What follows belongs to an exercise in optimizing a design on an open flow for small area and a short achievable clock period; a production flow would make more cautious choices.
Where RTL was checked, it was by simulation tests only, not by an equivalence proof against the original.
Power figures rest on the tool's default switching activity, not on a simulated workload.

## sfs
module sfs (
    input  wire        clk,
    input  wire        rst,         
    input  wire        clr,         
    input  wire        in_valid,
    input  wire [7:0]  in_data,
    output wire        in_ready,
    output wire        res_valid,
    output wire [1:0]  res_kind,    
    output wire [31:0] res_idx,
    output wire [15:0] res_x,
    output wire [15:0] res_y,
    output wire [15:0] res_z,
    output wire [31:0] res_ax,
    output wire [31:0] res_ay,
    output wire [31:0] res_az,
    output wire [31:0] res_loss,
    input  wire        cfg_we,
    input  wire [2:0]  cfg_addr,
    input  wire [31:0] cfg_wdata,
    output reg  [31:0] cfg_rdata
);
    localparam [7:0]  SYNC_VALUE  = 8'h53;
    localparam [15:0] SCALE_RESET = 16'd16;
    localparam [2:0] REG_SCALE      = 3'd0;
    localparam [2:0] REG_STATUS     = 3'd1;
    localparam [2:0] REG_SAMPLE_IDX = 3'd2;
    localparam [2:0] REG_LOSS_RUN   = 3'd3;
    localparam [2:0] REG_LOSS_TOTAL = 3'd4;
    reg [2:0]  pos;           
    reg [7:0]  buf0, buf1, buf2, buf3, buf4;    
    reg [31:0] idx;           
    reg        idx_wrap;      
    reg [31:0] loss_run;      
    reg [31:0] loss_total;    
    reg [15:0] scale_num;     
    assign in_ready = ~(rst | clr);
    wire accept  = in_valid & ~rst & ~clr;
    wire at_sync = (pos == 3'd0);
    wire is_sync = (in_data == SYNC_VALUE);
    wire at_emit = (pos == 3'd6);
    wire op_sync = accept & at_sync &  is_sync;
    wire op_lost = accept & at_sync & ~is_sync;
    wire op_data = accept & (pos >= 3'd1) & (pos <= 3'd5);
    wire op_emit = accept & at_emit;
    function [31:0] chain;
        input [31:0] c;
        integer i;
        reg [32:0] t;
        begin
  ...
Settings: LEC_CHECK=0, CAP_MARGIN=20, CORE_MARGIN=2, CORE_UTILIZATION=40, CTS_BUF_LIST=sky130_fd_sc_hd__clkbuf_8, CTS_CLUSTER_SIZE=20, SETUP_SLACK_MARGIN=5, SLEW_MARGIN=20, SYNTH_HIERARCHICAL=1, SYNTH_MINIMUM_KEEP_SIZE=0; clock period 12.0 ns.
standard.sh (not shown) runs the stock make flow with config.mk's settings and CLKGATE_MAP_FILE= SYNTH_SCRIPT=/design/flow/synth_recipe.tcl, a recipe that flattens the netlist after the stock synthesis.
==> flow/flow/run.sh <==
#!/bin/bash
# Layout flow: the standard ORFS flow (standard.sh, standard synthesis
# unchanged), with these changes to how the layout is made:
#  - the port buffers that buffer_ports adds are the smallest buffer cell
#    (every input and output still gets its own buffer);
#  - clock tree synthesis inserts no dummy loads.
# make's full output goes to standard.log in the folder this runs in; ORFS
# writes each step's own log under orfs/logs.
set -euo pipefail
bash standard.sh \
    "BUFFER_PORTS_ARGS=-buffer_cell sky130_fd_sc_hd__buf_1" \
    SETUP_SLACK_MARGIN=6 \
    "CTS_ARGS=-sink_clustering_enable -repair_clock_nets -dont_use_dummy_load -sink_clustering_size 20 -buf_list sky130_fd_sc_hd__clkbuf_8" \
    finish > standard.log 2>&1
The first run produced a clean layout.
Then changed:
--- a/flow/flow/run.sh
+++ b/flow/flow/run.sh
@@ -12 +12 @@
-    SETUP_SLACK_MARGIN=6 \
+    SETUP_SLACK_MARGIN=6.6 \
The changed run finished clean.
Flip-flop and latch count does not change.
Synthesized area is unchanged.
Cell count went up by 2.0%.
Fmax is about the same.
Design area went up by 7.9%.
Worst setup slack improves by 0.018 ns.
Hold slack degrades by 0.072 ns.
Register-to-register slack improves by 0.48 ns.
First-iteration DRC count went down by 5.3%.
Total power went up by 4.3%.


Setup of run 1:
sfs, a different RTL version from the one above (not shown whole).
Size in the first run: ~2300 cells after synthesis, ~330 flip-flops, roughly 22000 um^2 of cells after synthesis.
Design sfs, start of the top module:
module sfs (
    input  wire        clk,
    input  wire        rst,         
    input  wire        clr,         
    input  wire        in_valid,
    input  wire [7:0]  in_data,
    output wire        in_ready,
    output wire        res_valid,
    output wire [1:0]  res_kind,    
    output wire [31:0] res_idx,
    output wire [15:0] res_x,
    output wire [15:0] res_y,
    output wire [15:0] res_z,
    output wire [31:0] res_ax,
    output wire [31:0] res_ay,
    output wire [31:0] res_az,
    output wire [31:0] res_loss,
    input  wire        cfg_we,
    input  wire [2:0]  cfg_addr,
    input  wire [31:0] cfg_wdata,
    output reg  [31:0] cfg_rdata
);
    localparam [7:0]  SYNC_VALUE  = 8'h53;
    localparam [15:0] SCALE_RESET = 16'd16;
    localparam [2:0] REG_SCALE      = 3'd0;
    localparam [2:0] REG_STATUS     = 3'd1;
    localparam [2:0] REG_SAMPLE_IDX = 3'd2;
    localparam [2:0] REG_LOSS_RUN   = 3'd3;
    localparam [2:0] REG_LOSS_TOTAL = 3'd4;
    reg [2:0]  pos;           
    reg [7:0]  buf0, buf1, buf2, buf3, buf4;    
    reg [31:0] idx;           
    reg        idx_wrap;      
    reg [31:0] loss_run;      
    reg [31:0] loss_total;    
    reg [15:0] scale_num;     
    assign in_ready = ~(rst | clr);
    wire accept  = in_valid & ~rst & ~clr;
  ...
make LEC_CHECK=0 CAP_MARGIN=20 CORE_MARGIN=2 CORE_UTILIZATION=40 SETUP_SLACK_MARGIN=5 SLEW_MARGIN=20 finish   # period 12.0 ns
run.sh (not shown) runs the stock make flow with config.mk's settings and CLKGATE_MAP_FILE= SYNTH_SCRIPT=/design/flow/synth_recipe.tcl, a recipe that flattens the netlist after the stock synthesis.
Stock flow here: none of the scripts above is used.
Setup changes, run 1 to run 2
--- a/flow/config.mk
+++ b/flow/config.mk
@@ -10,3 +10,2 @@
 export CORE_UTILIZATION = 40
-export SETUP_SLACK_MARGIN = 5
 export SLEW_MARGIN = 20
==> results.txt <==
Run 2 finished all stages; the layout is clean. As far as count of inverters not on the clock network in the layout goes, run 1 and run 2 are indistinguishable; the numbers are identical. Delta(setup slack, run 2 - run 1) < 0. Run 2 ended up with p0[29]$_DFF_P_ as its capture point of the critical path; run 1 ended up with cfg_rdata[8]. After synthesis and placement, the instance count of run 2 is below that of run 1.
## Diff of input files: run 3 against run 2
--- a/flow/config.mk
+++ b/flow/config.mk
@@ -7,2 +7,3 @@
 export LEC_CHECK = 0
+export ABC_CLOCK_PERIOD_IN_PS = 4000
 export CAP_MARGIN = 20
@@ -10,2 +11,3 @@
 export CORE_UTILIZATION = 40
+export SETUP_SLACK_MARGIN = 5
 export SLEW_MARGIN = 20
[summary]
- Taking run 2 as the reference point, the ratio of final minimum period to clock period of run 3 falls by 13 points.
- As of run 3, cell area had risen by a few percent compared to run 2.
- Compared with run 2, placement density in the core of run 3 is higher.
- Run 2 -> run 3: share of synthesized cell area in full adder, half adder and majority cells delta 0, exact match
- Across both runs, number of buffer and inverter stages on the critical path was lower for run 3 than for run 2.
No run of this note included a check of the RTL's function; only the layout flow was run.

-- port drivers added, routing unchanged --
The results above use ideal ports. As a check the final layouts listed here were re-extracted and re-timed, cells and wires unchanged. Step 1 assumes that a clkbuf_16 drives the clock port and a buf_2 every other input. Step 2 also shifts input and output timing later by t, the mid clock arrival at the registers, as if the neighbouring blocks saw the same clock. a / b / c = ideal ports / drivers / drivers and shift; a / b = the first two.
run	t, ns	setup slack, ns	worst register clock-pin slew, ns	worst slew at a driven data input, ns	cell pins on the clock port's net
the first run of note 1	0.674	5.920 / 5.874 / 5.874	0.06 / 0.06	0.08	1
the second run of note 1	0.684	5.938 / 5.876 / 5.876	0.07 / 0.07	0.09	1
run 1	0.621	5.027 / 5.002 / 5.002	0.07 / 0.07	0.04	1
run 2	0.627	3.503 / 3.503 / 3.503	0.08 / 0.08	0.05	1
run 3	0.621	5.027 / 5.002 / 5.002	0.07 / 0.07	0.04	1
After both steps every run listed still meets setup and hold. The setup slack of the second run of note 1, which loses most, moves by -0.062 ns with the drivers and by -0.062 ns with both steps.
